What follows belongs to an exercise in optimizing a design on an open flow for small area, a short achievable clock period and few clock cycles per item; a production flow would make more cautious choices. The RTL was checked by simulation tests, not by an equivalence proof against the original design. Power is estimated from default activity; no workload was simulated.

== amber ==
// acc_correlator
module acc_correlator (
    input  wire        clk,
    input  wire        rst,              
    input  wire        cfg_valid,
    output wire        cfg_ready,
    input  wire [2:0]  cfg_op,
    input  wire [63:0] cfg_code,         
    input  wire [7:0]  cfg_len,
    input  wire [31:0] cfg_value,
    input  wire        cfg_detect_inv,
    input  wire        in_valid,
    output wire        in_ready,
    input  wire        in_bit,
    output wire        out_valid,
    output wire [2:0]  out_data,
    output wire        idle,
    output wire        configured,
    output wire        invert,
    output wire [5:0]  status,
    output wire        irq,
    output wire [15:0] bit_count,
    output wire [15:0] ambig_count,
    output wire [15:0] last_ambig_bit
);
==> flow/config.mk <==
export PLATFORM = sky130hd
export DESIGN_NAME = acc_correlator
export DESIGN_NICKNAME = acc_correlator
export VERILOG_FILES = /design/flow/design.v
export SDC_FILE = /design/flow/constraint.sdc
export NUM_CORES = 4
export LEC_CHECK = 0
export CAP_MARGIN = 20
export CORE_MARGIN = 2
export CORE_UTILIZATION = 50
export PLACE_DENSITY = 0.75
export SLEW_MARGIN = 20
==> flow/constraint.sdc <==
create_clock -name core_clock -period 10.0 [get_ports {clk}]
set_input_delay 2.0000 -clock core_clock [delete_from_list [all_inputs] [get_ports {clk}]]
set_output_delay 2.0000 -clock core_clock [all_outputs]
set_load 0.01 [all_outputs]
standard.sh (not shown) runs the stock make flow with config.mk's settings and CLKGATE_MAP_FILE= SYNTH_SCRIPT=/design/flow/synth_recipe.tcl, a recipe that flattens the netlist after the stock synthesis.
==> flow/flow/run.sh <==
#!/bin/bash
# The standard layout (standard.sh: standard synthesis, floorplan, power
# grid, placement, CTS, routing), with three layout choices:
#  - each port still gets its own buffer, a plain buf_1 instead of the default
#    delay buffer;
#  - clock tree synthesis without dummy loads;
set -euo pipefail
MARGIN=${MARGIN:-6.6}
bash standard.sh \
  "BUFFER_PORTS_ARGS=-buffer_cell sky130_fd_sc_hd__buf_1" \
  "CTS_ARGS=-sink_clustering_enable -repair_clock_nets -dont_use_dummy_load -sink_clustering_size 20 -sink_clustering_max_diameter 70 -buf_list {sky130_fd_sc_hd__clkbuf_8 sky130_fd_sc_hd__clkbuf_16}" \
  "SETUP_SLACK_MARGIN=$MARGIN" "TNS_END_PERCENT=100" \
  finish > flow_standard.log 2>&1
amber finished all stages; the layout is clean.
Testbench counts of amber, summed over its fixed seeds: cycles 32,024, items 32,000.
Changes in quartz relative to amber:
--- a/flow/flow/run.sh
+++ b/flow/flow/run.sh
@@ -6,5 +6,5 @@
 #  - clock tree synthesis without dummy loads;
 set -euo pipefail
-MARGIN=${MARGIN:-6.6}
+MARGIN=${MARGIN:-6.2}
 bash standard.sh \
   "BUFFER_PORTS_ARGS=-buffer_cell sky130_fd_sc_hd__buf_1" \
Notes after the runs:
Biggest fanout along the worst timing path in quartz vs amber: up 10
quartz reports a lower largest net degree at the start of global routing than amber does.
Looking at overall fraction of global-route tracks in use, quartz sits 0.75 points lower than amber does.
The higher clock-cell share of area of amber and quartz is in quartz.
For the minimum setup slack after placement, quartz came in 0.40 ns lower than amber did.

========
Another version of the RTL of acc_correlator (not shown whole).
Size in the first run: roughly 380 flip-flops, roughly 16000 µm² of cells after synthesis.
export LEC_CHECK = 0
export CAP_MARGIN = 20
export CORE_MARGIN = 2
export CORE_UTILIZATION = 75
export PLACE_DENSITY = 0.85
export SLEW_MARGIN = 20
create_clock -name core_clock -period 10.0 [get_ports {clk}]
==> flow/flow/run.sh <==
#!/bin/bash
# The standard layout (standard.sh: standard synthesis, floorplan, power
# grid, placement, CTS, routing), with three layout choices:
#  - each port still gets its own buffer, a plain buf_1 instead of the default
#    delay buffer;
#  - clock tree synthesis without dummy loads;
set -euo pipefail
MARGIN=${MARGIN:-6.8}
bash standard.sh \
  "BUFFER_PORTS_ARGS=-buffer_cell sky130_fd_sc_hd__buf_1" \
  "CTS_ARGS=-sink_clustering_enable -repair_clock_nets -dont_use_dummy_load -sink_clustering_size 16 -sink_clustering_max_diameter 60 -buf_list {sky130_fd_sc_hd__clkbuf_8 sky130_fd_sc_hd__clkbuf_16}" \
  "SETUP_SLACK_MARGIN=$MARGIN" "TNS_END_PERCENT=100" \
  finish > flow_standard.log 2>&1
Testbench counts at the start, summed over its fixed seeds: cycles 32,024, items 32,000.
Rerun with:
--- a/flow/flow/run.sh
+++ b/flow/flow/run.sh
@@ -6,5 +6,5 @@
 #  - clock tree synthesis without dummy loads;
 set -euo pipefail
-MARGIN=${MARGIN:-6.8}
+MARGIN=${MARGIN:-6.2}
 bash standard.sh \
   "BUFFER_PORTS_ARGS=-buffer_cell sky130_fd_sc_hd__buf_1" \
--- a/flow/config.mk
+++ b/flow/config.mk
@@ -8,5 +8,5 @@
 export CAP_MARGIN = 20
 export CORE_MARGIN = 2
-export CORE_UTILIZATION = 75
-export PLACE_DENSITY = 0.85
+export CORE_UTILIZATION = 60
+export PLACE_DENSITY = 0.7
 export SLEW_MARGIN = 20
Effect:
- routed wire length shrinks by a quarter to a third
- sequential share of layout area grows by 1.9 points
- fmax grows by a few percent
- total power shrinks by about a fifth
- sequential cell count is unchanged
- sequential power stays flat
- count of clock-buffer cells in the layout grows by 3
- via count shrinks by roughly a tenth
- hold slack is worse by 0.022 ns
- utilization shrinks by 20 points
Rerun with:
--- a/flow/flow/run.sh
+++ b/flow/flow/run.sh
@@ -6,5 +6,5 @@
 #  - clock tree synthesis without dummy loads;
 set -euo pipefail
-MARGIN=${MARGIN:-6.2}
+MARGIN=${MARGIN:-7.3}
 bash standard.sh \
   "BUFFER_PORTS_ARGS=-buffer_cell sky130_fd_sc_hd__buf_1" \
What happened: Power grows by 17%; combinational power is higher by 32%; non-clock buffer count goes up by 186; maximum frequency goes down by 0.76%; wire length grows by 70%; final cell count rose by 11%.
Rerun with:
--- a/flow/flow/run.sh
+++ b/flow/flow/run.sh
@@ -5,9 +5,10 @@
 #    delay buffer;
 #  - clock tree synthesis without dummy loads;
+#  - timing repair aimed at a larger setup margin;
 set -euo pipefail
-MARGIN=${MARGIN:-7.3}
+MARGIN=${MARGIN:-6.8}
 bash standard.sh \
   "BUFFER_PORTS_ARGS=-buffer_cell sky130_fd_sc_hd__buf_1" \
   "CTS_ARGS=-sink_clustering_enable -repair_clock_nets -dont_use_dummy_load -sink_clustering_size 16 -sink_clustering_max_diameter 60 -buf_list {sky130_fd_sc_hd__clkbuf_8 sky130_fd_sc_hd__clkbuf_16}" \
-  "SETUP_SLACK_MARGIN=$MARGIN" "TNS_END_PERCENT=100" \
+  "ADDER_MAP_FILE=" "SETUP_SLACK_MARGIN=$MARGIN" "TNS_END_PERCENT=100" \
   finish > flow_standard.log 2>&1
The changed run finished clean.
Sequential share of layout area rose by 8.7 points.
Worst setup slack improved by 0.23 ns.
Sequential power fell by about 3%.
Worst hold slack stays flat.
Clock power fell by about 7%.

static timing again, ports no longer ideal:
The results above use ideal ports. As a check the final layouts listed here were re-extracted and re-timed, cells and wires unchanged. Step 1 (the two cells are an assumption about what drives the block):
set clk [get_ports {clk}]
set_driving_cell -lib_cell sky130_fd_sc_hd__clkbuf_16 $clk
set_driving_cell -lib_cell sky130_fd_sc_hd__buf_2 [delete_from_list [all_inputs] $clk]
Step 2 times the ports against the registers' clock, not the clock port: input delays grow and output delays shrink by t, the midpoint of the rising clock arrivals with the driver on. Three values: no drivers, after step 1, after step 2; two values: the first two.
| run | t, ns | setup slack, ns | worst setup path at the end | worst register clock-pin slew, ns |
|---|---|---|---|---|
| amber | 0.566 | 6.440 / 6.440 / 6.152 | input to register | 0.09 / 0.09 |
| quartz | 0.557 | 6.371 / 6.371 / 5.868 | input to register | 0.08 / 0.08 |
| the first run of note 2 | 0.587 | 5.653 / 5.653 / 5.653 | register to register | 0.07 / 0.07 |
| the second run of note 2 | 0.593 | 5.867 / 5.867 / 5.815 | input to register | 0.07 / 0.07 |
| the third run of note 2 | 0.603 | 5.835 / 5.835 / 5.835 | register to register | 0.08 / 0.08 |
| the fourth run of note 2 | 0.586 | 6.067 / 6.067 / 6.067 | register to register | 0.07 / 0.07 |
After both steps every run listed still meets setup and hold. The setup slack of quartz, which loses most, moves by 0.000 ns with the drivers and by -0.503 ns with both steps.
